From an optimization exercise on the open Yosys and OpenROAD flow, aimed at small area, a short achievable clock period and few clock cycles; shortcuts taken in it are not production practice.
RTL that was checked went through simulation tests only; none was proved equivalent to the original.
Power is estimated from default activity; no workload was simulated.

// cinepak_cb_loader
module cinepak_cb_loader (
    input  wire        clk,
    input  wire        rst,
    input  wire        in_valid,
    output wire        in_ready,
    input  wire [7:0]  in_data,
    input  wire [1:0]  fmt,
    output reg         out_valid,
    input  wire        out_ready,
    output reg         out_v1,
    output reg  [7:0]  out_index,
    output reg  [95:0] out_pix
);
Size in the first run: ~1200 cells after synthesis, about 310 flip-flops, about 120 I/O pins, ~14000 µm² of cells after synthesis.
export LEC_CHECK = 0
export CAP_MARGIN = 20
export CORE_MARGIN = 2
export CORE_UTILIZATION = 40
export CTS_CLUSTER_DIAMETER = 75
export CTS_CLUSTER_SIZE = 50
export PLACE_DENSITY = 0.6
export SETUP_SLACK_MARGIN = 3
export SLEW_MARGIN = 20
export TNS_END_PERCENT = 0
create_clock -name core_clock -period 5.0 [get_ports {clk}]
standard.sh (not shown) runs the stock make flow with config.mk's settings and CLKGATE_MAP_FILE= SYNTH_SCRIPT=/design/flow/synth_recipe.tcl, a recipe that flattens the netlist after the stock synthesis.
==> flow/flow/run.sh <==
#!/bin/bash
# Standard ORFS layout, with small port buffers instead of delay cells and
# free cell sizing during timing repair.
bash standard.sh BUFFER_PORTS_ARGS="-buffer_cell sky130_fd_sc_hd__buf_1" MATCH_CELL_FOOTPRINT=0 finish > standard.log 2>&1
Testbench counts at the start, summed over its fixed seeds: cycles 73,511.
Change:
Settings changed: CTS_CLUSTER_SIZE 50 to 36, GPL_TIMING_DRIVEN set to 0.
=>
- cell area went up by 2.3%
- maximum frequency went up by 0.71%
- global-route usage went up by 1.4 points
- critical path depth is unchanged
- total power went up by 3.4%
Change:
Settings changed: CTS_BUF_LIST set to sky130_fd_sc_hd__clkbuf_8 sky130_fd_sc_hd__clkbuf_16, CTS_CLUSTER_DIAMETER 75 to 60, CTS_CLUSTER_SIZE 36 to 24, GPL_TIMING_DRIVEN 0 to not set.
Effect: The new run ran to the end with no violations. Hold slack gets worse by 6.7 ps. Non-clock buffer count decreases by 42. Setup slack gets better by 12 ps.
Change:
Settings changed: CTS_BUF_LIST sky130_fd_sc_hd__clkbuf_8 sky130_fd_sc_hd__clkbuf_16 to sky130_fd_sc_hd__clkbuf_8, CTS_CLUSTER_DIAMETER 60 to 50.
Outcome:
- total power came out lower by 3.0%
- wire length stays flat
- register-to-register slack improves by 20 ps
- worst setup slack improves by 21 ps
- count of clock-buffer cells in the layout came out higher by 9
- worst hold slack improves by 12 ps
- utilization came out lower by 0.38 points
- fmax came out higher by 0.88%
- non-clock buffer count came out lower by 1
- area after synthesis does not change
- flip-flop and latch count stays the same
Change:
Settings changed: CTS_BUF_LIST sky130_fd_sc_hd__clkbuf_8 to not set, CTS_CLUSTER_DIAMETER 50 to 70, CTS_CLUSTER_SIZE 24 to 33.
Effect: Final area shrinks by about 0.6%; count of clock-buffer cells in the layout shrinks by 13; global-route usage shrinks by 0.19 points; core utilization shrinks by 0.27 points.
Change:
Settings changed: CTS_CLUSTER_DIAMETER 70 to 75, CTS_CLUSTER_SIZE 33 to 36.
Wire length is about the same.
Core utilization is lower by 0.55 points.
Sequential cell count is unchanged.
Area after synthesis does not change.
Power drops by a few percent.
Cell count hardly moves.
Synthesized cell count does not change.
Non-clock buffer count is lower by 1.
Cell area is lower slightly.
Critical path depth decreases by 4.
First-iteration DRC count climbs by a few percent.

Setup of v6:
cinepak_cb_loader, a different RTL version from the one above (not shown whole).
Size: about 1200 cells after synthesis, about 260 flip-flops, ~13000 sq um of cells after synthesis.
clock: 5.0 ns
lec_check: 0
cap_margin: 20
core_margin: 2
core_utilization: 40
place_density: 0.6
setup_slack_margin: 2.3
slew_margin: 20
==> flow/flow/run.sh <==
#!/bin/bash
# Standard ORFS layout, with small port buffers instead of delay cells and
# free cell sizing during timing repair.
bash standard.sh BUFFER_PORTS_ARGS="-buffer_cell sky130_fd_sc_hd__buf_2" MATCH_CELL_FOOTPRINT=0 finish > standard.log 2>&1
v6 did not stop at any stage, and its layout met the timing, DRC and antenna checks.
### v6 -> v7
Settings: a change of SETUP_SLACK_MARGIN from 2.3 to 3; an added TNS_END_PERCENT of 0.
==> results.txt <==
Higher total global routing track utilization was reported by v7, not v6. Looking at v7 and v6, the placer's final routability congestion estimate is a wash. Setup slack | v7 below v6. v7 against v6: time the final worst path needs with I/O delays and setup saw an increase, sequential share of layout area rose 0.30 points, average via count per standard cell increased by about 0.56% relative to the old numbers. Comparing v7 with v6, the total power consumption of the routed design came out essentially unchanged. Area overhead of the layout relative to synthesis for v7: 0.90 points down relative to v6. Wire length of the first global-routing pass delta (v6 -> v7): insignificant.
Function was not checked in any run of this note: the RTL went through the layout flow alone.

== lane 1 ==
Another version of the RTL of cinepak_cb_loader (not shown whole).
Size: about 1300 cells after synthesis, about 120 I/O pins, ~0.014 mm2 of cells after synthesis.
clock: 5.0 ns
lec_check: 0
cap_margin: 20
core_margin: 2
core_utilization: 40
cts_cluster_diameter: 60
cts_cluster_size: 30
place_density: 0.6
setup_slack_margin: 3.5
slew_margin: 20
tns_end_percent: 0
==> flow/flow/run.sh <==
#!/bin/bash
# Standard ORFS layout, with small port buffers instead of delay cells and
# free cell sizing during timing repair.
bash standard.sh BUFFER_PORTS_ARGS="-buffer_cell sky130_fd_sc_hd__buf_1" MATCH_CELL_FOOTPRINT=0 finish > standard.log 2>&1
Lane 1: no failed stages, no open violations at the end
## Diff of input files: lane 4 against lane 1
- a deleted CTS_CLUSTER_DIAMETER that had been 60
- a deleted CTS_CLUSTER_SIZE that had been 30
==> flow/flow/run.sh <==
#!/bin/bash
# Standard ORFS layout, with small port buffers instead of delay cells and
# free cell sizing during timing repair.
bash standard.sh BUFFER_PORTS_ARGS="-buffer_cell sky130_fd_sc_hd__buf_2" MATCH_CELL_FOOTPRINT=0 finish > standard.log 2>&1
[summary]
Lane 4 ended with more signed area change from the synthesized netlist to the final layout than lane 1. Lane 1 → lane 4: flip-flop and latch count stayed essentially flat, first-pass GRT wire length decreased about 0.32%. Comparing lane 1 against lane 4, there is no change at all in count of non-CTS inverters in the layout. Lane 4 vs lane 1: post-route fraction of the period consumed by the critical path down. Looking at met3 demand-to-capacity share in global routing across lane 4 and lane 1, the one that comes out lower is lane 1. All-layer global routing usage: lane 4 vs lane 1, no meaningful difference.
Function was not checked in any run of this note: the RTL went through the layout flow alone.

-- separate check: timing with driven ports --
The results above use ideal ports. As a check the final layouts listed here were re-extracted and re-timed, cells and wires unchanged.
Step 1: set_driving_cell puts a clkbuf_16 on clk and a buf_2 on each other input, an assumption about the parent block.
Step 2 adds t to the input delays and takes it off the output delays; t is the mean of the earliest and latest rising clock arrival at the registers after step 1. Input paths then give back, and output paths get back, about the clock's delay inside the block.
Slacks: no drivers / after step 1 / after step 2; pairs: no drivers / after step 1.
run	shift t [ns]	slack for setup (ns)	worst setup path at the end	worst register clock-pin slew, ns
the first run of note 1	0.569	2.617 / 2.623 / 2.070	input to register	0.10 / 0.10
the second run of note 1	0.575	2.634 / 2.655 / 2.080	input to register	0.11 / 0.11
the third run of note 1	0.601	2.645 / 2.645 / 2.073	input to register	0.09 / 0.09
the fourth run of note 1	0.593	2.666 / 2.666 / 2.104	input to register	0.12 / 0.12
the fifth run of note 1	0.573	2.596 / 2.596 / 2.091	input to register	0.10 / 0.10
the sixth run of note 1	0.569	2.617 / 2.623 / 2.070	input to register	0.10 / 0.10
v6	0.591	2.223 / 2.223 / 1.902	input to register	0.06 / 0.06
v7	0.607	2.205 / 2.205 / 1.780	input to register	0.06 / 0.06
lane 1	0.615	2.653 / 2.653 / 2.095	input to register	0.10 / 0.10
lane 4	0.548	2.664 / 2.695 / 2.147	input to register	0.06 / 0.06
After both steps every run listed still meets setup and hold. For the third run of note 1, which loses most, drivers alone change the setup slack by 0.000 ns; drivers and shift together by -0.572 ns.
